Background: an optimization exercise with open tools, aiming at small area, a short achievable clock period and few clock cycles per item. Do not read the settings as production practice. At most, simulation tests tie the RTL to the original design; equivalence was not proved. Function not checked in runs 1 to 4: the RTL went through the layout flow alone. Power figures rest on the tool's default switching activity, not on a simulated workload.

**flow/flow/run.sh**
```bash
#!/bin/bash
export BUFFER_PORTS_ARGS="-buffer_cell sky130_fd_sc_hd__buf_1"
export SETUP_SLACK_MARGIN=6.8
bash standard.sh > standard.log 2>&1
```
**flow/standard.sh**
```bash
#!/bin/bash
# synth_recipe.tcl (not shown) runs the flow's synth.tcl, then flattens the netlist and writes it again
# the make line also repeats each setting of config.mk as NAME=value (left out here)
make -C /OpenROAD-flow-scripts/flow DESIGN_CONFIG=/design/flow/config.mk WORK_HOME=/design/flow/orfs CLKGATE_MAP_FILE= SYNTH_SCRIPT=/design/flow/synth_recipe.tcl "${@:-finish}"
```
**flow/config.mk**
```make
export PLATFORM = sky130hd
export DESIGN_NAME = csum_unit
export DESIGN_NICKNAME = csum_unit
export VERILOG_FILES = /design/flow/design.v
export SDC_FILE = /design/flow/constraint.sdc
export NUM_CORES = 4
export LEC_CHECK = 0
export CAP_MARGIN = 20
export CORE_MARGIN = 2
export CORE_UTILIZATION = 40
export SLEW_MARGIN = 20
```
**flow/constraint.sdc**
```tcl
create_clock -name core_clock -period 10.0 [get_ports {clk}]
set_input_delay 2.0000 -clock core_clock [delete_from_list [all_inputs] [get_ports {clk}]]
set_output_delay 2.0000 -clock core_clock [all_outputs]
set_load 0.01 [all_outputs]
```
**flow/design.v**
```verilog
module csum_unit #(
    parameter [15:0] RXB         = 16'h4000,
    parameter [15:0] TXB         = 16'h8000,
    parameter [15:0] RXBUF_SIZE  = 16'd1536,
    parameter [15:0] TXBUF_SIZE  = 16'd1536
) (
    input  wire        clk,
    input  wire        rst,           
    input  wire        cmd_valid,
    output wire        cmd_ready,
    input  wire [31:0] cmd_seed,
    input  wire [15:0] cmd_addr,
    input  wire [15:0] cmd_len,
    output wire        mem_req,
    input  wire        mem_gnt,
    output wire [13:0] mem_waddr,
    input  wire [31:0] mem_rdata,
    output wire        rsp_valid,
    output wire        rsp_err,
    output wire [15:0] rsp_sum
);
    reg        idle;       
    reg        busy;       
    reg        chk;        
    reg        reqv;       
    reg        first;      
    reg        dvalid;     
    reg        dfirst;     
    reg        dlast;      
    reg        rlast;      
    reg        g;          
    reg        f1;         
    reg        f2;         
    reg        rspv;
    reg        err;
    reg        pre_ok;     
    reg        sel;        
    reg [1:0]  a_lo;       
    reg [10:0] l;          
    reg [8:0]  w;          
    reg [31:0] r;          
    reg [15:0] acc_lo;
    reg [15:0] acc_hi;
    reg [1:0]  cy;         
    wire [11:0] ta = {1'b0, w, a_lo};
    wire [11:0] tb = {1'b0, l};
    wire [12:0] t  = {1'b0, ~(ta ^ tb)} + {(ta | tb), 1'b0};
    wire        ok = pre_ok && (!t[12] || (!t[11] && !(t[10] && t[9])));
    wire        zero = (l == 11'd0);
    wire        none = chk && (!ok || zero);
    wire gnt      = reqv && mem_gnt;
    wire single   = (l[10:3] == 8'd0) && ({1'b0, l[2:0]} + {2'b00, a_lo} <= 4'd4);
    wire last_now = chk ? single : (w == l[10:2]);
    wire accept   = !busy && cmd_valid;
    wire [3:0] m_lo = dfirst ? (4'b1111 << a_lo) : 4'b1111;
    wire [3:0] m_hi = dlast  ? (4'b1111 >> (2'd3 - l[1:0])) : 4'b1111;
    wire [3:0] m    = {4{dvalid}} & m_lo & m_hi;
    wire [3:0] ms   = m & {4{!a_lo[0]}};                      
    wire [3:0] mx   = {m[2], m[3], m[0], m[1]} & {4{a_lo[0]}};  
    wire [31:0] rd  = mem_rdata;
    wire [31:0] rdx = {rd[23:16], rd[31:24], rd[7:0], rd[15:8]};
    wire [15:0] hi_n = acc_hi + {14'd0, cy};
    wire        inj  = g || (chk && zero);
    wire [31:0] r_n  = (rd  & {{8{ms[3]}}, {8{ms[2]}}, {8{ms[1]}}, {8{ms[0]}}}) |
                       (rdx & {{8{mx[3]}}, {8{mx[2]}}, {8{mx[1]}}, {8{mx[0]}}}) |
                       {16'd0, hi_n[7:0], hi_n[15:8]} & {32{inj}};
    wire [15:0] w0   = {r[7:0], r[15:8]};
    wire [15:0] w1   = {r[23:16], r[31:24]};
    wire [17:0] lo_n = {2'd0, acc_lo} + {2'd0, w0} + {2'd0, w1} + {17'd0, f2 & cy[0]};
    always @(posedge clk) begin
        r      <= r_n;
        dfirst <= first;
        dlast  <= last_now;
        acc_hi <= !busy ? cmd_seed[31:16] : hi_n;
        cy     <= !busy ? 2'd0 : lo_n[17:16];
        if (!busy)
            acc_lo <= cmd_seed[15:0];
        else if (chk && !ok)
            acc_lo <= 16'd0;
        else
            acc_lo <= lo_n[15:0];
        if (!busy) begin
            pre_ok <= ((cmd_addr[15:11] == 5'b01000) || (cmd_addr[15:11] == 5'b10000)) &&
                      (cmd_len[15:11] == 5'd0);
            sel    <= cmd_addr[15];
            a_lo   <= cmd_addr[1:0];
        end
        if (!busy)
            l <= cmd_len[10:0];
        else if (chk)
            l <= t[10:0];
        if (!busy)
            w <= cmd_addr[10:2];
        else if (gnt)
            w <= w + 9'd1;
        if (chk)
            err <= !ok;
    end
    always @(posedge clk) begin
        if (rst) begin
            idle   <= 1'b1;
            busy   <= 1'b0;
            chk    <= 1'b0;
            reqv   <= 1'b0;
            dvalid <= 1'b0;
            rlast  <= 1'b0;
            g      <= 1'b0;
            f1     <= 1'b0;
            f2     <= 1'b0;
            rspv   <= 1'b0;
        end else begin
            chk    <= accept;
            dvalid <= gnt && !none;
            rlast  <= dvalid && dlast;
            g      <= rlast;
            f1     <= g || (chk && zero && ok);
            f2     <= f1 && lo_n[16];
            rspv   <= (f1 && !lo_n[16]) || f2 || (chk && !ok);
            if (accept) begin
                idle  <= 1'b0;
                busy  <= 1'b1;
                reqv  <= 1'b1;
                first <= 1'b1;
            end
            if (rspv) begin
                idle <= 1'b1;
                busy <= 1'b0;
            end
            if (gnt) begin
                first <= 1'b0;
                if (last_now)
                    reqv <= 1'b0;
            end
            if (none)
                reqv <= 1'b0;
        end
    end
    assign cmd_ready = idle;
    assign mem_req   = reqv;
    assign mem_waddr = {sel, ~sel, 3'b000, w};
    assign rsp_valid = rspv;
    assign rsp_err   = err;
    assign rsp_sum   = acc_lo;
endmodule
```
==> flow_summary.toml, run 1 <==
[logic_synthesis]
ys_ff_latch = 104
async_reset_ff_share_pct = 0
netlist_instances = 632
synthFlopType = "dfxtp_1"
syn_area_sq_um = 6040
synth.distinct_cells = 57
synth.avg_cell_area_sq_um = 9.55
ys_seq_area_share_pct = 38.8
yosysWarnings = 1
synth_edf_count = 26

[job]
cap_viol_max_count = 0

[pwr]
vdd_drop_max_uv = 99.5
p_leak_nw = 3.01
power_density_nw_per_um2 = 200

[clock_network]
clk_pin_slew_worst_paths_ps = 70
clock_latency_ps = 350
cts_buffers = 9
htree_num_levels = 3
clk_path_buf_depth = 2
cts_hold_buffers = 0
tritoncts = "yes"
root_buffer = "clkbuf_16"
clock-sinks = 104

[die]
dieWidth_um = 127
coreArea_sq_um = 14600
std_cell_rows = 44
initial_core_util_pct = 41.2
die_area_sq_um = 16100
ioPinCount = 134
die_h_um = 127

[setup_path]
cp_max_fo = 2
path_cells = "and2_4 -> fa_1 -> ha_2 -> fa_2 -> a211oi_4 -> o211ai_1 -> a2111oi_4 -> o31ai_4 -> mux2i_2 -> a21boi_1 -> o31a_1"
cp.arrival_ps = 3460
r2r-end = "rspv$_SDFF_PP0_"
worstSetupStartpointType = "register"
reg2reg_slack_ps = 6780
slowest_stage = "fa_1"
worst_path_largest_cell_delay_ps = 450
worstSetupEndpointType = "register"
reg2regPathDepth = 11
crit_type = "register to register"
crit_required_ps = 10240
worstReg2RegStart = "cy[0]$_SDFF_PN0_"

[hold_path]
hold_class = "register to register"
hold_depth = 0
hold_end = "dfirst$_DFF_P_"
hold_start = "first$_SDFFCE_PP0P_"

[drt]
wl_per_cell_um = 16.6
vias_per_cell = 5.24
vias = 5053
ant_nets = 0
first_iter_violations = 367
drc = 0
first_pass_iters = 5
finalWirelength_mm = 16.0

[sta]
maxSlewHeadroom_pct = 39.3
timing.final.crit_share_pct = 32.2
drv_slew = 0
finalHoldViolCount = 0
tns_ps = 0
max_freq_ghz = 0.310
setup_viol = 0
grt_setup_unrepaired = "true"
period_needed_ps = 3220
finClkSkew_ps = 8.42
worst_pin_slew_ps = 910

[layout]
syn_to_final_growth_pct = 20.7
drive_above_1_share_pct = 10.3
final_core_util_pct = 49.8
final_nets = 937
n_antenna_cell = 0

[placed_design]
gp_congestion = 0.858
dpl.hpwl_mm = 12.5
numPortBuffers = 130

[global_routing]
antenna_found_initial = 0
grt_pass1_wl_mm = 25.4
overflow = 0
grt_max_degree = 61
grt_use_total_pct = 20.1
grt_pass1_vias = 5197

[outcome]
status = "complete, no violations"
layout make-up:
cell class | instances | area (sq um)
clock buffer | 10 | 250
clock inverter | 6 | 87.6
fill | 1403 | 7350
inverter | 63 | 236
multi-input combinational | 447 | 3470
sequential | 104 | 2350
tap | 184 | 230
timing repair buffer | 150 | 668
synth_stat cells (3+ instances only):
master	instances	area (sq um)
dfxtp_1	78	1560
inv_1	63	236
nor2_1	52	195
a21oi_1	43	215
ha_1	42	526
nand2_1	41	154
o21ai_0	34	170
edfxtp_1	26	781
xnor2_1	23	201
fa_1	20	400
a22o_1	17	149
a22oi_1	16	120
nand3_1	14	70.1
xor2_1	14	123
clkbuf_1	10	37.5
nand2b_1	10	62.6
nor3_1	10	50.1
mux2_2	9	101
a211oi_1	8	60.1
nor2b_1	8	50.1
nor4_1	8	50.1
and3_1	7	43.8
o2bb2ai_2	6	90.1
a21o_1	5	37.5
o31ai_1	5	37.5
buf_1	4	15.0
buf_4	4	30.0
o211ai_1	4	30.0
o31ai_2	4	50.1
or3_1	4	25.0
a31oi_1	3	18.8
and2_1	3	18.8
nand4_1	3	18.8
o21a_1	3	22.5
layout by cell type, fill, tap and decap left out, drive strengths merged, types with 3 or more instances in the layout:
master,instances
o211ai,4
nor3,10
or3,5
clkbuf,11
nand3,14
nor2b,9
o21a,3
edfxtp,26
a31oi,3
nor2,52
a21o,5
nor4,8
dfxtp,78
nand4,3
o2bb2ai,7
a22oi,16
fa,20
nand2b,10
a21oi,43
xor2,14
conb,3
mux2,9
o21ai,34
inv,64
a22o,17
buf,149
o31ai,9
xnor2,23
and2,3
and3,7
a211oi,8
ha,42
nand2,41
sequential cells by signal, indices dropped and copies added (netlist names), 2 cells and up:
| name | flops |
|---|---|
| a_lo | 2 |
| acc_hi | 16 |
| acc_lo | 16 |
| cy | 2 |
| l | 11 |
| r | 32 |
| w | 9 |
where the power goes:
group | internal [mW] | switching, mW
sequential | 0.486 | 0.0343
combinational | 0.238 | 0.305
clock | 0.235 | 0.159
total | 0.959 | 0.497
cells by family after synthesis:
group | synth area share [%]
mux | 2.01
other cells | 0.0621
compound gates | 19.5
buf+inv | 5.80
xor+xnor | 5.37
flops | 38.8
simple gates | 13.2
fa+ha+maj | 15.3
repair_timing:
item	4_1_cts	5_1_grt
setup buffers	10	5
cloned	0	1
pin swaps	6	9
hold endpoints to repair	0	0
endpoints found under the setup margin	22	22
gates resized for setup	11	16
worst max-delay path, delay by kind of cell (launching register included):
family	cells	cell delay, ps
mux	1	230
fa+ha+maj	3	1020
simple gates	1	150
compound gates	6	1370
flops	1	320
worst max path at each step:
stage                 startpoint                 end  cells after the start
3_3_place_gp   a_lo[1]$_DFFE_PN_  acc_lo[15]$_DFF_P_                     13
2_1_floorplan  a_lo[1]$_DFFE_PN_  acc_lo[12]$_DFF_P_                     15
3_5_place_dp      l[1]$_DFFE_PP_   acc_lo[5]$_DFF_P_                     13
5_1_grt         cy[0]$_SDFF_PN0_       f2$_SDFF_PP0_                     12
4_1_cts         cy[0]$_SDFF_PN0_     rspv$_SDFF_PP0_                     11
6_report        cy[0]$_SDFF_PN0_     rspv$_SDFF_PP0_                     11
stage by stage:
| step | instance area [sq um] | setup slack [ps] | total power [mW] | cells | hold WS, ps |
|---|---|---|---|---|---|
| after global placement | 6680 | 6130 | 1.00 | 932 | 328 |
| after global routing | 7290 | 6680 | 1.56 | 964 | 379 |
| after CTS | 7150 | 6740 | 1.43 | 958 | 366 |
| after floorplan | 6050 | 6890 | 0.888 | 634 | 323 |
| final | 7290 | 6780 | 1.46 | 964 | 360 |
| after detailed placement | 6680 | 5920 | 1.01 | 932 | 349 |
per-layer routing:
metal / track usage, % / part of all wire (%) / routed length (um)
met5: 0 / 0 / 0
met4: 6.46 / 1.7 / 278
met3: 4.56 / 5.9 / 935
met2: 33.2 / 47 / 7560
met1: 26.2 / 45 / 7180
==> run 2: changes to the inputs <==
--- a/flow/config.mk
+++ b/flow/config.mk
@@ -8,4 +8,5 @@
 export CAP_MARGIN = 20
 export CORE_MARGIN = 2
-export CORE_UTILIZATION = 40
+export CORE_UTILIZATION = 60
+export CTS_BUF_LIST = sky130_fd_sc_hd__clkbuf_8
 export SLEW_MARGIN = 20
==> run 2 against run 1 <==
Synthesized cell count unchanged. Sequential share of layout area increased by 0.94 points. Area after synthesis unchanged. Non-clock buffer count unchanged. Maximum frequency increased by 0.58%. Combinational power about the same. Total power decreased by 10%. Clock-buffer cell count decreased by 1. Design area decreased by 2.8%. First-iteration DRC count decreased by 25%.
==> flow_summary.toml, run 2 <==
[die]
dieWidth_um = 104
die_area_sq_um = 10900
coreArea_sq_um = 9770
ioPinCount = 134
die_h_um = 104
std_cell_rows = 36
initial_core_util_pct = 61.8

[drt]
ant_nets = 0
vias = 5108
finalWirelength_mm = 15.2
vias_per_cell = 5.59
first_iter_violations = 274
first_pass_iters = 5
wl_per_cell_um = 16.7
drc = 0

[global_routing]
antenna_found_initial = 0
overflow = 0
grt_use_total_pct = 27.7
grt_pass1_wl_mm = 23.8
grt_max_degree = 61
grt_pass1_vias = 4821

[logic_synthesis]
synthFlopType = "dfxtp_1"
synth_area_leader_cell = "dfxtp_1"
syn_area_sq_um = 6040
synth_edf_count = 26
async_reset_ff_share_pct = 0
synth.avg_cell_area_sq_um = 9.55
netlist_instances = 632
synth_area_leaders = "dfxtp_1 (26%), edfxtp_1 (13%), ha_1 (8.7%), fa_1 (6.6%), inv_1 (3.9%)"
synth.distinct_cells = 57
synth_most_common_cell = "dfxtp_1"
yosysWarnings = 1
synth_top_area_share_pct = 25.9
ys_seq_area_share_pct = 38.8
ys_ff_latch = 104
synth_commonest_cells = "dfxtp_1 (78), inv_1 (63), nor2_1 (52), a21oi_1 (43), ha_1 (42)"

[setup_path]
cp_max_fo = 3
cp-startpoint = "cy[0]$_SDFF_PN0_"
worstSetupEndpointType = "register"
slowest_stage = "fa_1"
crit_required_ps = 10270
reg2regPathDepth = 11
r2r-end = "rspv$_SDFF_PP0_"
path_cells = "and2_4 -> fa_1 -> ha_4 -> fa_2 -> a211oi_2 -> o211ai_1 -> a2111oi_4 -> o31ai_2 -> mux2i_1 -> a21boi_1 -> o31a_1"
worstSetupStartpointType = "register"
crit_type = "register to register"
worst_path_largest_cell_delay_ps = 490
critPathBufInv = 0
cp.arrival_ps = 3470
critPathTopFamily = "compound AO/OA/AOI/OAI gates"
worstReg2RegStart = "cy[0]$_SDFF_PN0_"
reg2reg_slack_ps = 6800

[placed_design]
post_dp_cell_area_sq_um = 6610
dpl.hpwl_mm = 11.9
numPortBuffers = 130
gp_congestion = 0.900

[layout]
reg.largest.list = "r: 32 flops, acc_hi: 16 flops, acc_lo: 16 flops"
final_common_cell = "buf_1"
largest_register_ffs = 32
final_area_sq_um = 7080
mostFrequentLayoutCells = "buf_1 (130), dfxtp_1 (75), inv_1 (61)"
regMostFlops = "r"
multi_input_area_sq_um = 3480
final_nets = 937
seqCellArea_sq_um = 2350
n_antenna_cell = 0
drive_above_1_share_pct = 10.4
syn_to_final_growth_pct = 17.3
fill_cells = 780

[hold_path]
hold_depth = 0
hold_end = "dfirst$_DFF_P_"
hold_class = "register to register"
hold_start = "first$_SDFFCE_PP0P_"

[clock_network]
htree_num_levels = 3
tritoncts = "yes"
clk_pin_slew_worst_paths_ps = 100
clock_latency_ps = 370
clk_path_buf_depth = 2
cts_buffers = 9
root_buffer = "clkbuf_8"
clock-sinks = 104

[job]
cap_viol_max_count = 0

[sta]
max_freq_ghz = 0.312
worst_pin_slew_ps = 873
drv_slew = 0
grt_setup_unrepaired = "true"
period_needed_ps = 3200
finClkSkew_ps = 9.40
finalHoldViolCount = 0
tns_ps = 0
maxSlewHeadroom_pct = 41.8
setup_viol = 0
timing.final.crit_share_pct = 32.0

[pwr]
p_leak_nw = 2.93
vdd_drop_max_uv = 153
power_density_nw_per_um2 = 184

[outcome]
status = "complete, no violations"
run 2: cells by family (layout without fill, tap and decap cells):
logic type / Yosys count / count (layout) / share of synthesized area (%)
flip-flops: 104 / 104 / 38.8
multiplexers: 11 / 11 / 2.01
AO/OA/AOI/OAI: 167 / 167 / 19.5
adder cells (fa/ha/maj): 62 / 62 / 15.3
XOR/XNOR: 37 / 37 / 5.37
AND/OR/NAND/NOR: 167 / 167 / 13.2
buffers and inverters: 83 / 229 / 5.80
other: 1 / 3 / 0.0621
run 2: final cells by class:
class	instances	share of cell area (%)
timing repair buffer	150	9.61
clock inverter	7	0.654
inverter	63	3.34
multi-input combinational	447	49.2
tap	133	2.35
sequential	104	33.1
clock buffer	9	1.75
run 2: where the power goes:
group | switching, mW | internal (mW)
Combinational | 0.308 | 0.235
Clock | 0.149 | 0.0910
Sequential | 0.0364 | 0.485
Total | 0.494 | 0.812
run 2: repair_timing:
| item | 4_1_cts | 5_1_grt |
|---|---|---|
| buffers inserted | 9 | 7 |
| gates cloned | 0 | 1 |
| pin swaps | 6 | 6 |
| hold buffers | 0 | 0 |
| setup endpoints to repair | 22 | 22 |
| gates resized for setup | 12 | 15 |
run 2: how the worst max path moves through the flow:
stage	endpoint	slack, ps	cells past startpoint
finish	rspv$_SDFF_PP0_	6800	11
global route	rspv$_SDFF_PP0_	6650	11
CTS	rspv$_SDFF_PP0_	6710	11
detailed placement	acc_lo[15]$_DFF_P_	5990	13
global placement	acc_lo[15]$_DFF_P_	6210	13
floorplan	acc_lo[12]$_DFF_P_	6890	15
run 2: layer usage:
layer,wire [um],part of all wire (%),global-route usage [%]
met5,0,0,0
met4,204,1.3,7.05
met3,1010,6.6,3.88
met2,6830,45,43.7
met1,7170,47,40.1
run 2: metrics by stage:
step	power (mW)	utilization [%]	cells	hold WS (ps)	setup slack, ps
after floorplan	0.888	-	634	323	6890
after detailed placement	1.02	67.6	880	327	5990
after CTS	1.27	70.7	905	351	6710
after global placement	1.00	67.6	880	328	6210
after global routing	1.39	72.5	913	358	6650
final	1.31	72.5	913	351	6800
==> run 3: changes to the inputs <==
--- a/flow/design.v
+++ b/flow/design.v
@@ -23,4 +23,5 @@
     reg        busy;       
     reg        chk;        
+    reg        chk2;       
     reg        reqv;       
     reg        first;      
@@ -33,5 +34,5 @@
     reg        f2;         
     reg        rspv;
-    reg        err;
+    reg        err;        
     reg        pre_ok;     
     reg        sel;        
@@ -48,5 +49,5 @@
     wire        ok = pre_ok && (!t[12] || (!t[11] && !(t[10] && t[9])));
     wire        zero = (l == 11'd0);
-    wire        none = chk && (!ok || zero);
+    wire        none = chk && zero;
     wire gnt      = reqv && mem_gnt;
     wire single   = (l[10:3] == 8'd0) && ({1'b0, l[2:0]} + {2'b00, a_lo} <= 4'd4);
@@ -55,5 +56,5 @@
     wire [3:0] m_lo = dfirst ? (4'b1111 << a_lo) : 4'b1111;
     wire [3:0] m_hi = dlast  ? (4'b1111 >> (2'd3 - l[1:0])) : 4'b1111;
-    wire [3:0] m    = {4{dvalid}} & m_lo & m_hi;
+    wire [3:0] m    = {4{dvalid && !err}} & m_lo & m_hi;
     wire [3:0] ms   = m & {4{!a_lo[0]}};                      
     wire [3:0] mx   = {m[2], m[3], m[0], m[1]} & {4{a_lo[0]}};  
@@ -67,5 +68,7 @@
     wire [15:0] w0   = {r[7:0], r[15:8]};
     wire [15:0] w1   = {r[23:16], r[31:24]};
-    wire [17:0] lo_n = {2'd0, acc_lo} + {2'd0, w0} + {2'd0, w1} + {17'd0, f2 & cy[0]};
+    wire [15:0] cs_s = acc_lo ^ w0 ^ w1;
+    wire [15:0] cs_c = (acc_lo & w0) | (acc_lo & w1) | (w0 & w1);
+    wire [17:0] lo_n = {2'd0, cs_s} + {1'd0, cs_c, f2 & cy[0]};
     always @(posedge clk) begin
         r      <= r_n;
@@ -76,5 +79,5 @@
         if (!busy)
             acc_lo <= cmd_seed[15:0];
-        else if (chk && !ok)
+        else if (chk2 && err)
             acc_lo <= 16'd0;
         else
@@ -102,4 +105,5 @@
             busy   <= 1'b0;
             chk    <= 1'b0;
+            chk2   <= 1'b0;
             reqv   <= 1'b0;
             dvalid <= 1'b0;
@@ -111,10 +115,11 @@
         end else begin
             chk    <= accept;
+            chk2   <= chk;
             dvalid <= gnt && !none;
-            rlast  <= dvalid && dlast;
+            rlast  <= dvalid && dlast && !err;
             g      <= rlast;
-            f1     <= g || (chk && zero && ok);
-            f2     <= f1 && lo_n[16];
-            rspv   <= (f1 && !lo_n[16]) || f2 || (chk && !ok);
+            f1     <= g || (chk && zero);
+            f2     <= f1 && !err;
+            rspv   <= f2 || (chk2 && err);
             if (accept) begin
                 idle  <= 1'b0;
@@ -132,5 +137,5 @@
                     reqv <= 1'b0;
             end
-            if (none)
+            if (none || (chk2 && err))
                 reqv <= 1'b0;
         end
==> flow/flow/run.sh (replaced) <==
#!/bin/bash
export BUFFER_PORTS_ARGS="-buffer_cell sky130_fd_sc_hd__buf_1"
export SETUP_SLACK_MARGIN=6.9
bash standard.sh > standard.log 2>&1
--- a/flow/config.mk
+++ b/flow/config.mk
@@ -8,5 +8,4 @@
 export CAP_MARGIN = 20
 export CORE_MARGIN = 2
-export CORE_UTILIZATION = 60
-export CTS_BUF_LIST = sky130_fd_sc_hd__clkbuf_8
+export CORE_UTILIZATION = 40
 export SLEW_MARGIN = 20
==> run 3 against run 2 <==
Clock power increased by 39%. Wire length shrank 0.41%. Highest routed layer unchanged. Critical endpoint is now mem_waddr[2]. Design area decreased by 2.3%. Sequential cell count grew 1. Sequential power about the same.
==> flow_summary.toml, run 3 <==
[outcome]
status = "complete, no violations"

[logic_synthesis]
ys_ff_latch = 105
muxShareOfSynthArea_pct = 2.06
synth_area_leader_cell = "dfxtp_1"
async_reset_ff_share_pct = 0
synth-compound-area-share_pct = 19.0
synth_top_area_share_pct = 26.6
synth_fa_ha_area_share_pct = 15.6
synth.distinct_cells = 64
synth.avg_cell_area_sq_um = 9.79
synth_most_common_cell = "dfxtp_1"
synth_edf_count = 26
syn_area_sq_um = 5940
synthSimpleGateAreaFrac_pct = 12.6
synthXorXnorAreaFrac_pct = 5.75
netlist_instances = 607
synth_area_leaders = "dfxtp_1 (27%), edfxtp_1 (13%), ha_1 (8.8%), fa_1 (6.7%), a21oi_1 (3.6%)"
synthFlopType = "dfxtp_1"
synth_top_family_by_area = "compound AO/OA/AOI/OAI gates"
ys_seq_area_share_pct = 39.8
synth_commonest_cells = "dfxtp_1 (79), inv_1 (57), a21oi_1 (43), ha_1 (42), nor2_1 (40)"
yosysWarnings = 1

[layout]
final_nets = 899
final_core_util_pct = 47.6
drive_above_1_share_pct = 5.12
mostFrequentLayoutCells = "buf_1 (130), dfxtp_1 (78), inv_1 (57)"
fill_cells = 1430
largest_register_ffs = 32
syn_to_final_growth_pct = 16.4
final_common_cell = "buf_1"
regMostFlops = "r"
n_antenna_cell = 0
final_cells = 926
reg.largest.list = "r: 32 flops, acc_hi: 16 flops, acc_lo: 16 flops"

[setup_path]
crit_type = "register to output pin"
cp_max_fo = 6
slowest_stage = "edfxtp_1"
path_cells = "buf_1"
critPathBufInv = 1
worst_path_largest_cell_delay_ps = 490
crit_required_ps = 8000
critPathTopFamily = "flip-flops"
cp.arrival_ps = 1030
worstSetupEndpointType = "output pin"
worstSetupStartpointType = "register"

[die]
std_cell_rows = 44
ioPinCount = 134
coreArea_sq_um = 14500
dieWidth_um = 126
die_h_um = 126
die_area_sq_um = 15800
initial_core_util_pct = 40.9

[drt]
ant_nets = 0
vias = 4829
first_pass_iters = 4
vias_per_cell = 5.21
wl_per_cell_um = 16.4
finalWirelength_mm = 15.2
drc = 0
first_iter_violations = 257

[sta]
worst_pin_slew_ps = 976
finalHoldViolCount = 0
timing.final.crit_share_pct = 30.3
tns_ps = 0
drv_slew = 0
grt_setup_unrepaired = "false"
finClkSkew_ps = 13.6
period_needed_ps = 3030
max_freq_ghz = 0.330
setup_viol = 0
maxSlewHeadroom_pct = 34.7

[pwr]
vdd_drop_max_uv = 112
power_density_nw_per_um2 = 188
p_leak_nw = 2.84

[job]
cap_viol_max_count = 0

[clock_network]
clock_latency_ps = 350
clock-sinks = 105
tritoncts = "yes"
root_buffer = "clkbuf_16"
clk_pin_slew_worst_paths_ps = 70
clk_path_buf_depth = 2
cts_buffers = 9
cts_hold_buffers = 0
htree_num_levels = 3

[placed_design]
numPortBuffers = 130
dpl.hpwl_mm = 12.1
gp_congestion = 0.842
post-place-cells = 908

[global_routing]
overflow = 0
grt_pass1_wl_mm = 24.0
antenna_found_initial = 0
grt_max_degree = 34
grt_use_total_pct = 19.4
grt_pass1_vias = 4795

[hold_path]
hold_class = "register to register"
==> run 3: cell types whose count changed after synthesis, moves of 10 or more <==
| cell | before | now |
|---|---|---|
| nor2_1 | 52 | 40 |
| o21ai_1 | 0 | 21 |
| o21ai_0 | 34 | 9 |
| nand2_1 | 41 | 31 |
| o2bb2ai_1 | 1 | 14 |
==> run 3: path summary, 6_finish.rpt <==
kind | startpoint | end | slack [ps] | cells after the start
worst max register to register | a_lo[1]$_DFFE_PN_ | err$_DFFE_PP_ | 7040 | 13
worst min register to register | first$_SDFFCE_PP0P_ | dfirst$_DFF_P_ | 350 | 0
worst min-delay path | first$_SDFFCE_PP0P_ | dfirst$_DFF_P_ | 350 | 0
worst max-delay path | w[2]$_DFFE_PP_ | mem_waddr[2] | 6970 | 1
==> run 3: power breakdown <==
| group | leakage [nW] | internal (mW) | switching [mW] |
|---|---|---|---|
| Clock | 0.137 | 0.177 | 0.157 |
| Sequential | 0.910 | 0.483 | 0.0356 |
| Combinational | 1.79 | 0.194 | 0.252 |
==> run 3: cell families after synthesis <==
logic type               count (synthesis)
AO/OA/AOI/OAI                          163
XOR/XNOR                                39
adder cells (fa/ha/maj)                 62
buffers and inverters                   76
flip-flops                             105
multiplexers                            11
other                                    1
AND/OR/NAND/NOR                        150
==> run 3: what timing repair did <==
item | CTS | global route
endpoints found under the setup margin | 0 | 3
gates resized for setup | 0 | 6
setup buffers | 0 | 2
==> run 3: area by class of cell <==
class	instances	area [sq um]	share of cell area, %
clock inverter	4	27.5	0.398
sequential	105	2360	34.2
multi-input combinational	428	3310	47.8
timing repair buffer	134	518	7.49
clock buffer	12	246	3.56
inverter	59	221	3.20
tap	184	230	3.33
==> run 3: metal layers <==
metal  vias to the layer above  GRT usage (%)  part of all wire, %
met5                         -              0                    0
met4                         0           6.21                  1.7
met3                        17           4.67                  5.7
met2                       132           30.6                   45
met1                      2260           26.4                   47
li1                       2420              -                    -
==> run 3: per-stage QoR <==
step | hold slack, ps | cell area, sq um | worst slack, ps | power (mW)
after floorplan | 323 | 5950 | 7230 | 0.843
after global placement | 335 | 6600 | 7070 | 0.942
after detailed placement | 335 | 6600 | 6940 | 0.954
after CTS | 352 | 6870 | 6910 | 1.29
after global routing | 376 | 6920 | 6930 | 1.39
final | 355 | 6920 | 6970 | 1.30
==> run 4: changes to the inputs <==
==> flow/flow/run.sh (replaced) <==
#!/bin/bash
export BUFFER_PORTS_ARGS="-buffer_cell sky130_fd_sc_hd__buf_1"
export SETUP_SLACK_MARGIN=7.1
bash standard.sh > standard.log 2>&1
==> run 4 against run 3 <==
Still clean. Via count up 4.1%. Wire length grew 4.1%. Clock power about the same. Sequential share of layout area shrank 1.5 points. Sequential power hardly changed. Hold slack worse by 3.7 ps. Maximum frequency down 0.21%. Area after synthesis is the same. Largest cell class unchanged. Largest power group is now combinational logic. Highest routed layer unchanged.
==> flow_summary.toml, run 4 <==
[outcome]
status = "complete, no violations"

[setup_path]
cp.arrival_ps = 1040
crit_type = "register to output pin"
cp_max_fo = 3
crit_required_ps = 8000
worstSetupEndpointType = "output pin"
worstSetupStartpointType = "register"

[die]
ioPinCount = 134
dieWidth_um = 126
die_area_sq_um = 15800
std_cell_rows = 44
coreArea_sq_um = 14500
initial_core_util_pct = 40.9
die_h_um = 126

[logic_synthesis]
synth_area_leaders = "dfxtp_1 (27%), edfxtp_1 (13%), ha_1 (8.8%), fa_1 (6.7%), a21oi_1 (3.6%)"
synth.avg_cell_area_sq_um = 9.79
syn_area_sq_um = 5940
synthFlopType = "dfxtp_1"
synth_area_leader_cell = "dfxtp_1"
synth_most_common_cell = "dfxtp_1"
synth.distinct_cells = 64
netlist_instances = 607
ys_seq_area_share_pct = 39.8
synth_top_area_share_pct = 26.6
ys_ff_latch = 105
synth_commonest_cells = "dfxtp_1 (79), inv_1 (57), a21oi_1 (43), ha_1 (42), nor2_1 (40)"
async_reset_ff_share_pct = 0
synth_edf_count = 26
yosysWarnings = 1

[clock_network]
clk_path_buf_depth = 2
cts_buffers = 9
root_buffer = "clkbuf_16"
clock-sinks = 105
clock_latency_ps = 350
tritoncts = "yes"
clk_pin_slew_worst_paths_ps = 70
htree_num_levels = 3

[sta]
finClkSkew_ps = 12.3
tns_ps = 0
grt_setup_unrepaired = "true"
worst_pin_slew_ps = 975
setup_viol = 0
max_freq_ghz = 0.329
timing.final.crit_share_pct = 30.4
fin_ws_ps = 6960
drv_slew = 0
maxSlewHeadroom_pct = 34.7
period_needed_ps = 3040
fin_worst_hold_slack_ps = 351
finalHoldViolCount = 0

[pwr]
p_leak_nw = 3.04
clkPwrFrac_pct = 24.1
p_seq_share_pct = 37.0
internal_power_uw = 921
vdd_drop_max_uv = 126
power_switching_uw = 476
p_comb_share_pct = 38.9
power_density_nw_per_um2 = 192
swShare_pct = 34.1

[placed_design]
numPortBuffers = 130
pre_cts_ws_ps = 6940
dpl.hpwl_mm = 12.1
gp_congestion = 0.842

[layout]
drive_above_1_share_pct = 17.2
multi_input_area_sq_um = 3420
regMostFlops = "r"
final_nets = 923
fill_cells = 1414
final_common_cell = "buf_1"
mostFrequentLayoutCells = "buf_1 (101), dfxtp_1 (62), inv_1 (48)"
seqCellArea_sq_um = 2380
syn_to_final_growth_pct = 22.8
largest_register_ffs = 32
n_antenna_cell = 0
reg.largest.list = "r: 32 flops, acc_hi: 16 flops, acc_lo: 16 flops"

[global_routing]
antenna_found_initial = 0
grt_use_total_pct = 19.6
overflow = 0
grt_pass1_wl_mm = 24.3
grt_pass1_vias = 4866
grt_max_degree = 34

[drt]
first_iter_violations = 234
first_pass_iters = 5
wl_per_cell_um = 16.6
drc = 0
vias = 5026
vias_per_cell = 5.29
ant_nets = 0
finalWirelength_mm = 15.8

[hold_path]
hold_class = "register to register"

[job]
cap_viol_max_count = 0
==> run 4: cell types whose count changed in the layout (fill, tap and decap cells not counted), moves of 6 or more <==
cell	previous run	this run
buf_1	130	101
buf_2	0	13
buf_4	4	26
clkbuf_2	0	13
dfxtp_1	78	62
dfxtp_2	1	17
ha_1	42	34
ha_4	0	6
inv_1	57	48
inv_2	2	11
==> run 4: cells by family after synthesis <==
group	Yosys count	synth area share (%)
DFF	105	39.8
buffers and inverters	76	5.18
other	1	0.0631
adders and majority gates	62	15.6
xor gates and xnor gates	39	5.75
muxes	11	2.06
AOI/OAI and AO/OA	163	19.0
and+or+nand+nor	150	12.6
==> run 4: cell type report <==
class	count	area share, %
sequential	105	32.7
clock buffer	12	3.38
clock inverter	4	0.377
inverter	59	3.04
tap	184	3.16
timing repair buffer	158	10.4
multi-input combinational	428	46.9
==> run 4: final timing paths <==
kind	from	to	slack [ps]	cells past startpoint
worst min-delay path	first$_SDFFCE_PP0P_	dfirst$_DFF_P_	350	0
worst max register to register	a_lo[1]$_DFFE_PN_	err$_DFFE_PP_	7160	13
worst max-delay path	w[1]$_DFFE_PP_	mem_waddr[1]	6960	2
worst min register to register	first$_SDFFCE_PP0P_	dfirst$_DFF_P_	350	0
==> run 4: what timing repair did <==
| action | in CTS | in global routing |
|---|---|---|
| pin swaps | 0 | 12 |
| setup buffers | 13 | 13 |
| hold buffers | 0 | 0 |
| setup endpoints to repair | 27 | 35 |
| resized for setup | 23 | 61 |
==> run 4: worst max-delay path, cell delays in order (launching register included) <==
cell,delay (ps)
edfxtp_1,430
buf_6,140
buf_6,110
==> run 4: power by group through the flow <==
stage | logic (mW) | registers, mW | clock network, mW
global route | 0.603 | 0.523 | 0.360
finish | 0.544 | 0.517 | 0.336
CTS | 0.449 | 0.516 | 0.344
floorplan | 0.321 | 0.522 | 0
detailed placement | 0.425 | 0.529 | 0
global placement | 0.415 | 0.527 | 0
==> run 4: stage by stage <==
stage          std cells  utilization, %  instance area, sq um  power (mW)
2_1_floorplan        609               -                  5950       0.843
3_3_place_gp         908            45.4                  6600       0.942
3_5_place_dp         908            45.4                  6600       0.954
4_1_cts              937            48.2                  7010        1.31
5_1_grt              950            50.2                  7290        1.49
6_report             950            50.2                  7290        1.40
==> run 4: routing by layer <==
layer  GRT usage [%]  vias up  share of wire (%)
met3            4.67       23                6.2
li1                -     2469                  -
met1            26.6     2379                 46
met4            6.21        0                1.9
met5               0        -                  0
met2            31.1      155                 46
==> run 5: changes to the inputs <==
--- a/flow/design.v
+++ b/flow/design.v
@@ -35,4 +35,5 @@
     reg        rspv;
     reg        err;        
+    reg        rerr;       
     reg        pre_ok;     
     reg        sel;        
@@ -54,4 +55,12 @@
     wire last_now = chk ? single : (w == l[10:2]);
     wire accept   = !busy && cmd_valid;
+    reg  [8:0] w_all;      
+    integer k;
+    always @(*) begin
+        w_all[0] = 1'b1;
+        for (k = 1; k < 9; k = k + 1)
+            w_all[k] = w_all[k-1] & w[k-1];
+    end
+    wire [8:0] w_n = w ^ (w_all & {9{gnt}});
     wire [3:0] m_lo = dfirst ? (4'b1111 << a_lo) : 4'b1111;
     wire [3:0] m_hi = dlast  ? (4'b1111 >> (2'd3 - l[1:0])) : 4'b1111;
@@ -93,10 +102,8 @@
         else if (chk)
             l <= t[10:0];
-        if (!busy)
-            w <= cmd_addr[10:2];
-        else if (gnt)
-            w <= w + 9'd1;
+        w <= !busy ? cmd_addr[10:2] : w_n;
         if (chk)
             err <= !ok;
+        rerr <= chk2 && err;
     end
     always @(posedge clk) begin
@@ -145,5 +152,5 @@
     assign mem_waddr = {sel, ~sel, 3'b000, w};
     assign rsp_valid = rspv;
-    assign rsp_err   = err;
+    assign rsp_err   = rerr;
     assign rsp_sum   = acc_lo;
 endmodule
==> flow/flow/run.sh (replaced) <==
#!/bin/bash
export BUFFER_PORTS_ARGS="-buffer_cell sky130_fd_sc_hd__buf_1"
export SETUP_SLACK_MARGIN=6.9
bash standard.sh > standard.log 2>&1
==> run 5 against run 4 <==
Sequential cell count up 1. Wire length up 5.9%. Via count increased by 0.44%. Largest cell class unchanged.
==> flow_summary.toml, run 5 <==
[outcome]
status = "complete, no violations"

[layout]
regMostFlops = "r"
drive_above_1_share_pct = 7.11
reg.largest.list = "r: 32 flops, acc_hi: 16 flops, acc_lo: 16 flops"
final_common_cell = "buf_1"
mostFrequentLayoutCells = "buf_1 (130), dfxtp_1 (88), inv_1 (61)"
syn_to_final_growth_pct = 15.5
largest_register_ffs = 32
final_core_util_pct = 47.6
fill_cells = 1430
n_antenna_cell = 0
multi_input_area_sq_um = 3430
final_nets = 917
seqCellArea_sq_um = 2290

[setup_path]
path_cells = "buf_1"
r2r-end = "l[9]$_DFFE_PP_"
critPathBufInv = 1
reg2regPathDepth = 12
cp.arrival_ps = 1020
cp_max_fo = 6
worst_path_largest_cell_delay_ps = 460
worstReg2RegStart = "a_lo[1]$_DFFE_PN_"
crit_required_ps = 8000
critPathTopFamily = "flip-flops"
cp-startpoint = "w[2]$_DFF_P_"
path_depth = 1
worstSetupStartpointType = "register"
reg2reg_slack_ps = 7110
crit_type = "register to output pin"
slowest_stage = "dfxtp_1"
worstSetupEndpointType = "output pin"

[sta]
finalHoldViolCount = 0
setup_viol = 0
finClkSkew_ps = 6.21
maxSlewHeadroom_pct = 34.1
fin_worst_hold_slack_ps = 350
timing.final.crit_share_pct = 30.2
worst_pin_slew_ps = 982
grt_setup_unrepaired = "false"
drv_slew = 0
max_freq_ghz = 0.331
tns_ps = 0
period_needed_ps = 3020

[global_routing]
antenna_found_initial = 1
grt_pass1_vias = 5081
grt_use_total_pct = 21.1
grt_max_degree = 66
overflow = 0
grt_pass1_wl_mm = 26.3

[clock_network]
root_buffer = "clkbuf_16"
cts_buffers = 9
htree_num_levels = 3
clock_latency_ps = 360
cts_hold_buffers = 0
clock-sinks = 106
cts_resized = 0
clk_path_buf_depth = 2
postCtsSetupBuffers = 0
clk_pin_slew_worst_paths_ps = 70
tritoncts = "yes"

[hold_path]
hold_start = "first$_SDFFCE_PP0P_"
hold_end = "dfirst$_DFF_P_"
hold_depth = 0
hold_class = "register to register"

[logic_synthesis]
synth_area_leader_cell = "dfxtp_1"
synthFlopType = "dfxtp_1"
synth_edf_count = 17
ys_seq_area_share_pct = 38.0
yosysWarnings = 1
async_reset_ff_share_pct = 0
synth_area_leaders = "dfxtp_1 (30%), ha_1 (8.7%), edfxtp_1 (8.5%), fa_1 (6.6%), a21oi_1 (4.0%)"
synth_most_common_cell = "dfxtp_1"
synth.distinct_cells = 72
syn_area_sq_um = 6040
netlist_instances = 629
synth_commonest_cells = "dfxtp_1 (89), inv_1 (61), a21oi_1 (48), ha_1 (42), nor2_1 (40)"
ys_ff_latch = 106
synth.avg_cell_area_sq_um = 9.60
synth_top_area_share_pct = 29.5

[pwr]
vdd_drop_max_uv = 142
total_power_mw = 1.33
power_density_nw_per_um2 = 191
p_leak_nw = 2.87

[die]
die_h_um = 127
std_cell_rows = 44
ioPinCount = 134
dieWidth_um = 127
initial_core_util_pct = 41.2
die_area_sq_um = 16100
coreArea_sq_um = 14600

[placed_design]
gp_congestion = 0.980
dpl.hpwl_mm = 13.2
numPortBuffers = 130

[drt]
ant_nets = 0
finalWirelength_mm = 16.7
drc = 0
vias = 5048
wl_per_cell_um = 17.7
first_iter_violations = 344
vias_per_cell = 5.35
first_pass_iters = 5

[job]
cap_viol_max_count = 0
==> run 5: changes by cell type after synthesis, sizes merged, moves of 5 or more <==
cell	change
nor2b	+5
a21oi	+7
dfxtp	+10
nand3	-6
nor3	-8
edfxtp	-9
==> run 5: through the flow <==
stage / worst slack (ps) / cell area (sq um) / instances
3_3_place_gp: 6680 / 6690 / 928
4_1_cts: 6980 / 6970 / 944
2_1_floorplan: 6980 / 6040 / 631
6_report: 6980 / 6970 / 944
3_5_place_dp: 6620 / 6690 / 928
5_1_grt: 6920 / 6970 / 944
==> run 5: layout make-up <==
type | instances | area share [%]
Timing Repair Buffer | 131 | 7.11
Clock inverter | 6 | 0.574
Tap cell | 184 | 3.30
Inverter | 64 | 3.45
Multi-Input combinational cell | 443 | 49.2
Clock buffer | 10 | 3.43
Sequential cell | 106 | 32.9
==> run 5: worst max-delay path by stage <==
stage                                 to  slack [ps]
after global placement      w[8]$_DFF_P_        6680
after global routing      l[9]$_DFFE_PP_        6920
after CTS                   mem_waddr[2]        6980
after detailed placement    w[8]$_DFF_P_        6620
after floorplan             w[8]$_DFF_P_        6980
final                       mem_waddr[2]        6980
==> run 5: power breakdown <==
part / switching [mW] / internal, mW
Clock: 0.168 / 0.176
Combinational: 0.267 / 0.208
Sequential: 0.0328 / 0.482
Total: 0.467 / 0.865
==> run 5: worst register-to-register path: stages, from the launching register on <==
cell and delay (ps):
edfxtp_1 460, inv_1 110, ha_1 320, inv_1 60, ha_1 210, inv_1 70, fa_1 410, nor2b_2 190
o31ai_2 90, a21boi_1 250, nor2_1 90, xnor2_1 130, mux2_2 260
==> run 5: layer usage <==
layer  up-vias  track usage (%)  wire, um  share of wire [%]
met1      2376             28.4      7820                 47
met5         -                0         0                  0
met4         0             6.79       310                1.9
met2       168             33.4      7520                 45
li1       2485                -         -                  -
met3        19             5.31      1060                6.4
==> run 5: logic make-up after synthesis <==
logic type / after synthesis / share of synthesized area (%)
buf+inv: 82 / 5.39
compound gates: 176 / 20.4
flops: 106 / 38.0
xor+xnor: 40 / 5.80
other cells: 1 / 0.0621
simple gates: 150 / 12.9
fa+ha+maj: 62 / 15.3
mux: 12 / 2.22
Testbench counts of run 5, summed over its fixed seeds: cycles 64,474, items 512.
==> run 6: changes to the inputs <==
==> flow/flow/run.sh (replaced) <==
#!/bin/bash
export BUFFER_PORTS_ARGS="-buffer_cell sky130_fd_sc_hd__buf_1"
export SETUP_SLACK_MARGIN=7.1
bash standard.sh > standard.log 2>&1
--- a/flow/config.mk
+++ b/flow/config.mk
@@ -9,3 +9,6 @@
 export CORE_MARGIN = 2
 export CORE_UTILIZATION = 40
+export CTS_BUF_LIST = sky130_fd_sc_hd__clkbuf_8
+export CTS_CLUSTER_DIAMETER = 100
+export CTS_CLUSTER_SIZE = 30
 export SLEW_MARGIN = 20
==> run 6 against run 5 <==
Sequential power barely moved. Register-to-register slack improved by 130 ps. Total power down 2.5%. Maximum frequency increased by 2.1%. Sequential cell count unchanged. Design area rose by 4.6%. Hold slack better by 18 ps. Sequential share of layout area down 0.82 points. Non-clock buffer count rose by 27.
==> flow_summary.toml, run 6 <==
[outcome]
status = "complete, no violations"

[setup_path]
crit_type = "register to output pin"
worstSetupEndpointType = "output pin"
cp_max_fo = 2
crit_required_ps = 8000
reg2regPathDepth = 10
cp-startpoint = "sel$_DFFE_PN_"
cp.arrival_ps = 960
worstSetupStartpointType = "register"
worstReg2RegStart = "acc_lo[1]$_DFF_P_"

[clock_network]
tritoncts = "yes"
clock_latency_ps = 390
cts_buffers = 9
clk_pin_slew_worst_paths_ps = 110
root_buffer = "clkbuf_8"
clk_path_buf_depth = 2
cts_hold_buffers = 0
clock-sinks = 106
htree_num_levels = 3

[layout]
final_cells = 971
fill_cells = 1425
multi_input_area_sq_um = 3440
final_common_cell = "buf_1"
mostFrequentLayoutCells = "buf_1 (99), inv_1 (61), dfxtp_1 (60)"
reg.largest.list = "r: 32 flops, acc_hi: 16 flops, acc_lo: 16 flops"
largest_register_ffs = 32
final_nets = 944
seqCellArea_sq_um = 2340
n_antenna_cell = 0
drive_above_1_share_pct = 17.9
regMostFlops = "r"
final_core_util_pct = 49.8
syn_to_final_growth_pct = 20.8

[logic_synthesis]
synth.avg_cell_area_sq_um = 9.60
synth_commonest_cells = "dfxtp_1 (89), inv_1 (61), a21oi_1 (48), ha_1 (42), nor2_1 (40)"
async_reset_ff_share_pct = 0
ys_ff_latch = 106
netlist_instances = 629
syn_area_sq_um = 6040
synth_most_common_cell = "dfxtp_1"
synth_top_area_share_pct = 29.5
yosysWarnings = 1
synthFlopType = "dfxtp_1"
synth.distinct_cells = 72
synth_edf_count = 17
ys_seq_area_share_pct = 38.0
synth_area_leaders = "dfxtp_1 (30%), ha_1 (8.7%), edfxtp_1 (8.5%), fa_1 (6.6%), a21oi_1 (4.0%)"
synth_area_leader_cell = "dfxtp_1"

[global_routing]
grt_max_degree = 66
overflow = 0
grt_pass1_vias = 5212
grt_pass1_wl_mm = 26.7
grt_use_total_pct = 21.4
antenna_found_initial = 0

[drt]
first_pass_iters = 5
first_iter_violations = 326
finalWirelength_mm = 17.0
met2_length_mm = 7.69
top_layer = "met4"
wl_met3_um = 995
vias = 5173
met1_length_mm = 8.12
vias_per_cell = 5.33
ant_nets = 0
drc = 0
wl_per_cell_um = 17.5

[sta]
maxSlewHeadroom_pct = 33.4
tns_ps = 0
setup_viol = 0
fin_ws_ps = 7040
grt_setup_unrepaired = "true"
drv_slew = 0
period_needed_ps = 2960
finalHoldViolCount = 0
finClkSkew_ps = 14.8
timing.final.crit_share_pct = 29.6
max_freq_ghz = 0.338
worst_pin_slew_ps = 993

[pwr]
total_power_mw = 1.30
vdd_drop_max_uv = 125
p_leak_nw = 3.10
power_density_nw_per_um2 = 178

[placed_design]
gp_congestion = 0.943
dpl.hpwl_mm = 13.2
pre_cts_ws_ps = 6710
post-place-cells = 928
numPortBuffers = 130

[hold_path]
hold_class = "register to register"
hold_depth = 0
hold_start = "first$_SDFFCE_PP0P_"

[die]
ioPinCount = 134
std_cell_rows = 44
initial_core_util_pct = 41.2
die_h_um = 127
coreArea_sq_um = 14600
dieWidth_um = 127
die_area_sq_um = 16100

[job]
cap_viol_max_count = 0
## run 6: kinds of logic (layout without fill, tap and decap cells)
family | Yosys count | after routing | share of synthesized area (%)
AOI/OAI and AO/OA | 176 | 176 | 20.4
xor gates and xnor gates | 40 | 40 | 5.80
adders and majority gates | 62 | 62 | 15.3
buffers and inverters | 82 | 238 | 5.39
DFF | 106 | 106 | 38.0
muxes | 12 | 12 | 2.22
other | 1 | 3 | 0.0621
and+or+nand+nor | 150 | 150 | 12.9
## run 6: through the flow
stage | hold slack, ps | cell area [sq um]
2_1_floorplan | 323 | 6050
3_3_place_gp | 337 | 6690
3_5_place_dp | 335 | 6690
4_1_cts | 375 | 7100
5_1_grt | 390 | 7290
6_report | 368 | 7290
## run 6: path summary, 6_finish.rpt
path,endpoint,slack (ps)
worst max-delay path,mem_waddr[12],7040
worst min-delay path,dfirst$_DFF_P_,370
worst max register to register,cy[0]$_SDFF_PN0_,7240
worst min register to register,dfirst$_DFF_P_,370
## run 6: layout make-up
| class | count | area share, % |
|---|---|---|
| Clock inverter | 7 | 1.05 |
| Inverter | 64 | 3.30 |
| Tap cell | 184 | 3.16 |
| Sequential cell | 106 | 32.1 |
| Multi-Input combinational cell | 443 | 47.2 |
| Clock buffer | 9 | 1.70 |
| Timing Repair Buffer | 158 | 11.6 |
## run 6: critical path: stages, from the launching register on
cell and delay, ps:
edfxtp_1 390, inv_1 60, buf_2 120
## run 6: what timing repair did
action | in CTS | in global routing
endpoints found under the hold margin | 0 | 0
endpoints found under the setup margin | 32 | 32
setup buffers | 12 | 15
gates cloned | 0 | 0
pin swaps | 0 | 4
gates resized for setup | 67 | 18
## run 6: metal layers
metal | track usage [%] | vias up
li1 | - | 2529
met1 | 28.9 | 2485
met2 | 34.4 | 150
met3 | 5.90 | 9
met4 | 4.46 | 0
met5 | 0 | -
## run 6: power by group
group	total [mW]	internal [mW]	switching, mW
logic	0.511	0.233	0.278
clock network	0.276	0.118	0.158
registers	0.513	0.484	0.0285
==> run 7: changes to the inputs <==
--- a/flow/config.mk
+++ b/flow/config.mk
@@ -10,5 +10,3 @@
 export CORE_UTILIZATION = 40
 export CTS_BUF_LIST = sky130_fd_sc_hd__clkbuf_8
-export CTS_CLUSTER_DIAMETER = 100
-export CTS_CLUSTER_SIZE = 30
 export SLEW_MARGIN = 20
==> run 7 against run 6 <==
Core utilization did not move. Combinational power barely moved. Design area did not move. Die area did not move. Register-to-register slack barely moved. Sequential share of layout area did not move. Global-route usage did not move. Maximum frequency did not move. Sequential cell count did not move. Largest power group unchanged.
==> flow_summary.toml, run 7 <==
[die]
ioPinCount = 134
std_cell_rows = 44
die_area_sq_um = 16100
die_h_um = 127
coreArea_sq_um = 14600
dieWidth_um = 127
initial_core_util_pct = 41.2

[global_routing]
grt_max_degree = 66
grt_use_total_pct = 21.4
grt_pass1_vias = 5212
overflow = 0
grt_pass1_wl_mm = 26.7
antenna_found_initial = 0

[sta]
timing.final.crit_share_pct = 29.6
finClkSkew_ps = 14.8
maxSlewHeadroom_pct = 33.4
tns_ps = 0
setup_viol = 0
worst_pin_slew_ps = 993
period_needed_ps = 2960
finalHoldViolCount = 0
drv_slew = 0
grt_setup_unrepaired = "true"
fin_ws_ps = 7040
fin_worst_hold_slack_ps = 368
max_freq_ghz = 0.338

[job]
cap_viol_max_count = 0

[logic_synthesis]
netlist_instances = 629
synth_area_leader_cell = "dfxtp_1"
synth_commonest_cells = "dfxtp_1 (89), inv_1 (61), a21oi_1 (48), ha_1 (42), nor2_1 (40)"
synth_area_leaders = "dfxtp_1 (30%), ha_1 (8.7%), edfxtp_1 (8.5%), fa_1 (6.6%), a21oi_1 (4.0%)"
async_reset_ff_share_pct = 0
syn_area_sq_um = 6040
yosysWarnings = 1
synth.avg_cell_area_sq_um = 9.60
ys_ff_latch = 106
ys_seq_area_share_pct = 38.0
synth_edf_count = 17
synth_top_area_share_pct = 29.5
synth_most_common_cell = "dfxtp_1"
synthFlopType = "dfxtp_1"
synth.distinct_cells = 72

[setup_path]
path_cells = "inv_1 -> buf_2"
cp-startpoint = "sel$_DFFE_PN_"
worstReg2RegStart = "acc_lo[1]$_DFF_P_"
worst_path_largest_cell_delay_ps = 390
worstSetupEndpointType = "output pin"
worstSetupStartpointType = "register"
cp.arrival_ps = 960
crit_type = "register to output pin"
crit_required_ps = 8000
slowest_stage = "edfxtp_1"
cp_max_fo = 2

[clock_network]
clk_pin_slew_worst_paths_ps = 110
clock-sinks = 106
cts_hold_buffers = 0
tritoncts = "yes"
root_buffer = "clkbuf_8"
clock_latency_ps = 390
clk_path_buf_depth = 2
htree_num_levels = 3
cts_buffers = 9

[layout]
final_area_sq_um = 7290
syn_to_final_growth_pct = 20.8
final_common_cell = "buf_1"
reg.largest.list = "r: 32 flops, acc_hi: 16 flops, acc_lo: 16 flops"
n_antenna_cell = 0
regMostFlops = "r"
final_nets = 944
mostFrequentLayoutCells = "buf_1 (99), inv_1 (61), dfxtp_1 (60)"
largest_register_ffs = 32
drive_above_1_share_pct = 17.9

[placed_design]
pre_cts_ws_ps = 6710
post_dp_cell_area_sq_um = 6690
gp_congestion = 0.943
numPortBuffers = 130
dpl.hpwl_mm = 13.2

[pwr]
total_power_mw = 1.30
power_density_nw_per_um2 = 178
vdd_drop_max_uv = 125
p_leak_nw = 3.10

[drt]
drc = 0
vias_per_cell = 5.33
vias = 5173
wl_per_cell_um = 17.5
first_iter_violations = 326
ant_nets = 0
finalWirelength_mm = 17.0
first_pass_iters = 5

[hold_path]
hold_class = "register to register"
hold_start = "first$_SDFFCE_PP0P_"

[outcome]
status = "complete, no violations"
==> run 7: cell counts after synthesis <==
No cell type changed its count.
==> run 7: path summary, 6_finish.rpt <==
kind	cells after the start	slack (ps)	end
max	2	7040	mem_waddr[12]
min	0	370	dfirst$_DFF_P_
max reg2reg	10	7240	cy[0]$_SDFF_PN0_
min reg2reg	0	370	dfirst$_DFF_P_
==> run 7: critical path: cells and delay by family (launching register included) <==
| kind | cells | cell delay [ps] |
|---|---|---|
| flops | 1 | 390 |
| buf+inv | 2 | 180 |
==> run 7: metal layers <==
metal	GRT usage (%)	vias to the layer above	share of wire [%]
met5	0	-	0
met4	4.46	0	0.88
met3	5.90	9	5.9
met2	34.4	150	45
met1	28.9	2485	48
li1	-	2529	-
==> run 7: what timing repair did <==
| item | CTS | global route |
|---|---|---|
| pin swaps | 0 | 4 |
| gates resized for setup | 67 | 18 |
| setup buffers | 12 | 15 |
| setup endpoints to repair | 32 | 32 |
==> run 7: cells by family (layout without fill, tap and decap cells) <==
kind of cell | Yosys count | after routing | synth area share, %
other cells | 1 | 3 | 0.0621
xor+xnor | 40 | 40 | 5.80
compound gates | 176 | 176 | 20.4
buf+inv | 82 | 238 | 5.39
simple gates | 150 | 150 | 12.9
fa+ha+maj | 62 | 62 | 15.3
flops | 106 | 106 | 38.0
mux | 12 | 12 | 2.22
==> run 7: per-stage QoR <==
stage	instances	util [%]
2_1_floorplan	631	-
3_3_place_gp	928	45.7
6_report	971	49.8
5_1_grt	971	49.8
4_1_cts	956	48.5
3_5_place_dp	928	45.7
==> run 7: cell type report <==
| type | count | area [sq um] |
|---|---|---|
| Clock buffer | 9 | 124 |
| Clock inverter | 7 | 76.3 |
| Fill cell | 1425 | 7350 |
| Inverter | 64 | 240 |
| Multi-Input combinational cell | 443 | 3440 |
| Timing Repair Buffer | 158 | 843 |
| Sequential cell | 106 | 2340 |
| Tap cell | 184 | 230 |
==> run 7: power by group <==
group	leakage (nW)	internal, mW	switching, mW
combinational	2.09	0.233	0.278
sequential	0.907	0.484	0.0285
clock	0.102	0.118	0.158
==> run 8: changes to the inputs <==
--- a/flow/config.mk
+++ b/flow/config.mk
@@ -9,4 +9,3 @@
 export CORE_MARGIN = 2
 export CORE_UTILIZATION = 40
-export CTS_BUF_LIST = sky130_fd_sc_hd__clkbuf_8
 export SLEW_MARGIN = 20
==> run 8 against run 7 <==
Total power grew 4.2%. Wire length fell by 1.3%. Clock-buffer cell count grew 1. Critical endpoint unchanged. Largest cell class unchanged. Largest power group unchanged.
==> flow_summary.toml, run 8 <==
[outcome]
status = "complete, no violations"

[global_routing]
grt_pass1_wl_mm = 26.4
grt_util_met2_pct = 34.1
met1_usage_pct = 28.5
grt_use_met3_pct = 5.19
grt_use_total_pct = 21.0
grt_pass1_vias = 5144
grt_max_degree = 66
antenna_found_initial = 0
overflow = 0
grt_busiest_layer = "met2"

[drt]
drc = 0
first_pass_iters = 5
finalWirelength_mm = 16.7
vias = 5102
vias_per_cell = 5.38
first_iter_violations = 355
wl_per_cell_um = 17.6
ant_nets = 0

[logic_synthesis]
synth_edf_count = 17
synth.distinct_cells = 72
synth.avg_cell_area_sq_um = 9.60
syn_area_sq_um = 6040
ys_seq_area_share_pct = 38.0
synth_commonest_cells = "dfxtp_1 (89), inv_1 (61), a21oi_1 (48), ha_1 (42), nor2_1 (40)"
async_reset_ff_share_pct = 0
netlist_instances = 629
synth_most_common_cell = "dfxtp_1"
yosysWarnings = 1
synth_area_leader_cell = "dfxtp_1"
ys_ff_latch = 106
synth_area_leaders = "dfxtp_1 (30%), ha_1 (8.7%), edfxtp_1 (8.5%), fa_1 (6.6%), a21oi_1 (4.0%)"
synthFlopType = "dfxtp_1"
synth_top_area_share_pct = 29.5

[job]
cap_viol_max_count = 0

[layout]
n_antenna_cell = 0
drive_above_1_share_pct = 14.4
mostFrequentLayoutCells = "buf_1 (102), dfxtp_1 (66), inv_1 (61)"
reg.largest.list = "r: 32 flops, acc_hi: 16 flops, acc_lo: 16 flops"
final_cells = 949
fill_cells = 1439
final_area_sq_um = 7110
largest_register_ffs = 32
final_common_cell = "buf_1"
syn_to_final_growth_pct = 17.8
regMostFlops = "r"
final_nets = 922

[die]
ioPinCount = 134
die_h_um = 127
std_cell_rows = 44
coreArea_sq_um = 14600
die_area_sq_um = 16100
dieWidth_um = 127
initial_core_util_pct = 41.2

[clock_network]
clock_latency_ps = 360
cts_buffers = 9
clk_pin_slew_worst_paths_ps = 80
clock-sinks = 106
htree_num_levels = 3
clk_path_buf_depth = 2
tritoncts = "yes"
root_buffer = "clkbuf_16"

[placed_design]
post_dp_cell_area_sq_um = 6690
numPortBuffers = 130
dpl.hpwl_mm = 13.2
pre_cts_ws_ps = 6710
post-place-cells = 928
gp_congestion = 0.943

[hold_path]
hold_start = "first$_SDFFCE_PP0P_"
hold_depth = 0
hold_class = "register to register"
hold_end = "dfirst$_DFF_P_"

[pwr]
vdd_drop_max_uv = 126
power_density_nw_per_um2 = 190
p_leak_nw = 2.99

[setup_path]
reg2reg_slack_ps = 7240
reg2regPathDepth = 10
crit_type = "register to output pin"
worstReg2RegStart = "acc_lo[0]$_DFF_P_"
worstSetupStartpointType = "register"
cp_max_fo = 2
path_cells = "inv_1 -> buf_2"
r2r-end = "cy[0]$_SDFF_PN0_"
cp-startpoint = "sel$_DFFE_PN_"
critPathTopFamily = "flip-flops"
crit_required_ps = 8000
critPathBufInv = 2
worst_path_largest_cell_delay_ps = 380
slowest_stage = "edfxtp_1"
cp.arrival_ps = 910
worstSetupEndpointType = "output pin"

[sta]
grt_setup_unrepaired = "true"
drv_slew = 0
max_freq_ghz = 0.343
maxSlewHeadroom_pct = 33.5
finClkSkew_ps = 7.32
period_needed_ps = 2910
worst_pin_slew_ps = 991
fin_ws_ps = 7090
finalHoldViolCount = 0
tns_ps = 0
timing.final.crit_share_pct = 29.1
setup_viol = 0
run 8: cell counts after synthesis:
Identical to the previous run, type by type.
run 8: layout make-up:
type                       count  area (sq um)  area share, %
multi-input combinational    443          3440           48.3
sequential                   106          2330           32.8
timing repair buffer         136           573           8.06
clock buffer                  10           250           3.52
inverter                      64           240           3.38
tap                          184           230           3.24
clock inverter                 6          46.3          0.651
run 8: power by group:
| part | total, mW | internal (mW) | leakage (nW) | switching, mW |
|---|---|---|---|---|
| clock network | 0.356 | 0.186 | 0.146 | 0.169 |
| logic | 0.484 | 0.214 | 1.94 | 0.270 |
| registers | 0.515 | 0.484 | 0.908 | 0.0313 |
run 8: cells by family after synthesis:
kind of cell	after synthesis	share of synthesized area, %
buf+inv	82	5.39
other cells	1	0.0621
xor+xnor	40	5.80
compound gates	176	20.4
mux	12	2.22
fa+ha+maj	62	15.3
flops	106	38.0
simple gates	150	12.9
run 8: worst max-delay path by stage:
| stage | to | cells past startpoint |
|---|---|---|
| 3_5_place_dp | w[8]$_DFF_P_ | 7 |
| 2_1_floorplan | w[8]$_DFF_P_ | 6 |
| 3_3_place_gp | w[8]$_DFF_P_ | 7 |
| 6_report | mem_waddr[12] | 2 |
| 4_1_cts | mem_waddr[0] | 1 |
| 5_1_grt | mem_waddr[12] | 2 |
run 8: worst reg2reg max path: cells and delay by family (launching register included):
family / cells / cell delay (ps)
flops: 1 / 330
mux: 1 / 230
compound gates: 4 / 720
simple gates: 1 / 260
fa+ha+maj: 3 / 1110
buf+inv: 1 / 60
run 8: per-stage QoR:
step                hold WS (ps)  utilization (%)  total power [mW]
finish                       355             48.6              1.35
global placement             337             45.7             0.983
detailed placement           335             45.7             0.994
CTS                          360             48.1              1.36
floorplan                    323                -             0.875
global route                 374             48.6              1.44
run 8: repair_timing:
item | CTS | global route
gates resized for setup | 34 | 26
buffers inserted | 1 | 4
hold buffers | 0 | 0
endpoints found under the setup margin | 28 | 27
pin swaps | 1 | 1
run 8: per-layer routing:
| layer | wire length, um | vias to the layer above |
|---|---|---|
| met4 | 160 | 0 |
| met2 | 7560 | 164 |
| met5 | 0 | - |
| met3 | 1090 | 13 |
| li1 | - | 2489 |
| met1 | 7930 | 2436 |

-- port drivers added, routing unchanged --
How much do the figures lean on ideal ports? The routed layouts below were timed once more, with nothing changed but the port constraints.
Step 1 sets driving cells, clkbuf_16 on the clock port and buf_2 on the other inputs (assumed; they add their load-dependent delay and slew).
Step 2 times the ports against the registers' clock, not the clock port: input delays grow and output delays shrink by t, the midpoint of the rising clock arrivals with the driver on.
Three values: ideal, step 1, step 2; two values: the first two.
run	shift t [ns]	setup WS [ns]	clock arrival spread, ns	slew at the worst register clock pin (ns)	cell pins on the clock port's net
run 1	0.388	6.778 / 6.778 / 6.778	0.009 / 0.008	0.07 / 0.07	1
run 2	0.401	6.797 / 6.797 / 6.797	0.009 / 0.010	0.10 / 0.10	1
run 3	0.388	6.971 / 6.929 / 7.037	0.014 / 0.013	0.07 / 0.07	1
run 4	0.389	6.965 / 6.923 / 7.049	0.012 / 0.012	0.07 / 0.07	1
run 5	0.397	6.981 / 6.938 / 6.673	0.007 / 0.007	0.07 / 0.07	1
run 6	0.422	7.044 / 7.002 / 6.752	0.014 / 0.015	0.11 / 0.11	1
run 7	0.422	7.044 / 7.002 / 6.752	0.014 / 0.015	0.11 / 0.11	1
run 8	0.398	7.087 / 7.043 / 6.723	0.007 / 0.008	0.08 / 0.08	1
After both steps setup and hold are still met in every run listed. For run 8, which loses most, drivers alone change the setup slack by -0.044 ns; drivers and shift together by -0.364 ns.
